Source: an optimization exercise on an open RTL-to-GDS flow (aim: small area). Production flows keep margins and buffers that such runs may drop.
Only simulation tests tie the RTL to the original design; equivalence was not proved.
Power figures rest on the tool's default switching activity, not on a simulated workload.

Setup of v30:
==> flow/design.v (excerpt) <==
module qseq (
    input  wire        clk,
    input  wire        rst,
    input  wire        cmd_valid,
    input  wire [7:0]  cmd_op,
    input  wire [31:0] cmd_addr,
    input  wire [31:0] cmd_len,
    input  wire [31:0] cmd_arg,
    output wire        rdy,
    output wire        done,
    output reg  [7:0]  res_code,
    output wire [2:0]  res_cause,
    output reg  [63:0] res_value,
    output reg  [3:0]  bri_op,
    output wire        bri_clear_all,
    output reg  [7:0]  txn_opcode,
    output wire [23:0] txn_addr,
    output wire [2:0]  txn_addr_lines,
    output wire [5:0]  txn_addr_bits,
    output wire [2:0]  txn_data_lines,
    output wire [4:0]  txn_dummy,
    output wire [1:0]  txn_dir,
    output wire [31:0] txn_len,
    output wire [7:0]  bri_wdata,
    input  wire [2:0]  bri_flags,
    input  wire [7:0]  bri_rdata,
    output wire        hbuf_we,
    output wire        hbuf_re,
    output wire [31:0] hbuf_addr,
    output wire [7:0]  hbuf_wdata,
    input  wire [7:0]  hbuf_rdata
);
export LEC_CHECK = 0
export CAP_MARGIN = 20
export CORE_MARGIN = 2
export CORE_UTILIZATION = 50
export CTS_BUF_LIST = sky130_fd_sc_hd__clkbuf_8
export PLACE_DENSITY = 0.7
export SLEW_MARGIN = 20
create_clock -name core_clock -period 10.0 [get_ports {clk}]
standard.sh (not shown) runs the stock make flow with config.mk's settings and CLKGATE_MAP_FILE= SYNTH_SCRIPT=/design/flow/synth_recipe.tcl, a recipe that flattens the netlist after the stock synthesis.
==> flow/flow/run.sh <==
#!/bin/bash
# The standard layout (standard.sh), with these changes:
# - synthesis maps the logic with ABC's default script (flow/abc.script) and
#   leaves adders to ABC instead of extracting half/full-adder cells; the
#   registers are those of the standard synthesis;
# - each port is buffered by the smallest plain buffer (buf_1);
# - clock tree synthesis uses clkbuf_8 and adds no dummy loads.
set -euo pipefail
here=$(pwd)
export BUFFER_PORTS_ARGS="-buffer_cell sky130_fd_sc_hd__buf_1"
export CTS_ARGS="-sink_clustering_enable -repair_clock_nets -buf_list sky130_fd_sc_hd__clkbuf_8 -dont_use_dummy_load"
export MY_ABC_SCRIPT="$here/flow/abc.script"
{
  cat <<'TCL'
# ABC with this flow's script in place of the one the platform picks
proc abc {args} {
  set out {}
  set skip 0
  foreach a $args {
    if {$skip} { set skip 0; lappend out $::env(MY_ABC_SCRIPT); continue }
    if {$a eq "-script"} { set skip 1 }
    lappend out $a
  }
  yosys abc {*}$out
}
# no half/full-adder extraction: ABC maps the adders
proc extract_fa {args} { }
TCL
  cat synth_recipe.tcl
} > my_synth.tcl
sed "s|SYNTH_SCRIPT=[^ ]*|SYNTH_SCRIPT=$here/my_synth.tcl|" standard.sh > my_standard.sh
grep -q "SYNTH_SCRIPT=$here/my_synth.tcl" my_standard.sh
bash my_standard.sh > standard.log 2>&1
==> flow/flow/abc.script <==
strash
&get -n
&fraig -x
&put
scorr
dc2
dretime
strash
&get -n
&dch -f
&nf
&put
Changes in v16 relative to v30:
--- a/flow/design.v
+++ b/flow/design.v
@@ -88,20 +88,20 @@
     reg        inited, inited_n;
     reg [3:0]  k, k_n;
     reg        abi, abi_n;
     reg [2:0]  stage, stage_n;
     reg [2:0]  cause, cause_n;
     reg        chk, chk_n;
     reg [10:0] tb, tb_n;
     reg [16:0] td, td_n;
-    reg [23:0] a, a_n;        
-    reg [31:0] r, r_n;        
-    reg [31:0] p, p_n;        
-    reg        stop, stop_n;  
+    reg [23:0] a, a_n;
+    reg [31:0] r, r_n;
+    reg [31:0] p, p_n;
+    reg        stop, stop_n;
     function [31:0] inc32(input [31:0] x, input ci);
         integer i;
         reg c;
         begin
             c = ci;
             for (i = 0; i < 32; i = i + 1) begin
                 inc32[i] = x[i] ^ c;
                 c = c & x[i];
@@ -291,17 +291,16 @@
             8'h0B: begin in_k = K_DEIN; in_ninit = 1'b0; end
             8'h10: begin in_k = K_INIT; in_ninit = 1'b0; end
             8'h11: in_k = K_WR;
             8'h12: in_k = K_ER4;
             8'h13: begin in_k = K_VER; in_ninit = 1'b0; end
             default: begin in_k = K_VER; in_legal = 1'b0; end
         endcase
     end
-    wire [31:0] in_wa = (cmd_op == 8'h11) ? {4'd0, cmd_addr[27:0]} : cmd_addr;
     wire in_abi = (cmd_op == 8'h10) || (cmd_op == 8'h11) || (cmd_op == 8'h12);
     wire wf_ok = (st[4] || s == T_CFG) ? !bri_flags[0] :
                  (s == T_CLR)          ? bri_flags[1] :
                  g[0]                  ? bri_flags[2] : (bri_flags[1] | bri_flags[2]);
     always @* begin
         st_n     = st;
         ph_n     = P_X;
         inited_n = inited;
@@ -331,22 +330,24 @@
                         k_n     = in_k;
                         abi_n   = in_abi;
                         st_n    = S_DISP;
                         cause_n = !in_legal ? 3'd5 : (in_ninit && !inited) ? 3'd4 : 3'd0;
                         if (in_k == K_INIT || in_k == K_DEIN) inited_n = 1'b0;
                         a_n     = (cmd_op == 8'h12) ? {8'd0, cmd_addr[27:12]} : cmd_addr[23:0];
                         r_n     = cmd_len;
                         p_n     = ~cmd_arg;
-                        stop_n  = cout32(in_wa, cmd_len) && !(&in_wa[31:8]);
+                        if (cmd_op == 8'h07) p_n[31:24] = cmd_addr[31:24];
+                        if (cmd_op == 8'h11) p_n[31:24] = {4'd0, cmd_addr[27:24]};
                     end
                 end
                 S_DISP: begin
                     stage_n = 3'd1;
                     if (k == K_RD || k == K_WR) p_n = 32'd0;
+                    stop_n  = cout32({p[31:24], a}, r) && !(&{p[31:24], a[23:8]});
                     if (cause != 3'd0) begin
                         a_n[7:0] = 8'd0;
                         st_n   = S_IDLED;
                     end else begin
                         ph_n = P_S;
                         case (k)
                             K_RS:  st_n = S_RS_CFG;
                             K_WNB: begin
## What came out
Going from v30 to v16, worst vdd rail ir drop grew by more than half. Comparing v30 and v16, die outline width is higher on v16. In the tables for v30 and v16, shortest period the worst path allows reads higher with v30. On sequential share of layout area: between v30 and v16, it ends up lower for v16. Measured against each other, v30 and v16 differ in share of the clock period used by the worst path, the higher figure coming from v30. [compare] base=v30 new=v16: global-route usage picked up an extra 0.88 points, share of the synthesized area in compound gates (AO/OA/AOI/OAI) shrank by 0.49 points, share of final-layout standard cells stronger than drive strength 1 comparable. Total power of v16 is higher than that of v30. NOTE: routed wire length in v16 exceeds that of v30. Going from v30 to v16, met1 global-route usage grows by 0.74 points. In v16 the sequential cell area fraction in the yosys report turned out 0.44 points lower than in v30.

-- what the ideal ports hide --
The flow's constraints put no driver on any port. The routed layouts listed below were extracted and timed again, unchanged, in two steps. Step 1: set_driving_cell puts a clkbuf_16 on clk and a buf_2 on each other input, an assumption about the parent block. Step 2 moves the port delays by t, midway between the first and last clock arrival at a register: inputs arrive t later, outputs are due t later. That takes back most of the time a late clock gives input paths. a / b / c = ideal ports / drivers / drivers and shift; a / b = the first two.
| run | t, ns | setup WS [ns] | latest minus earliest clock arrival (ns) | pins driven straight from the clock port |
|---|---|---|---|---|
| v30 | 0.505 | 4.261 / 4.218 / 4.723 | 0.042 / 0.042 | 1 |
| v16 | 0.499 | 4.559 / 4.527 / 4.559 | 0.027 / 0.028 | 1 |
After both steps setup and hold are still met in every run listed.
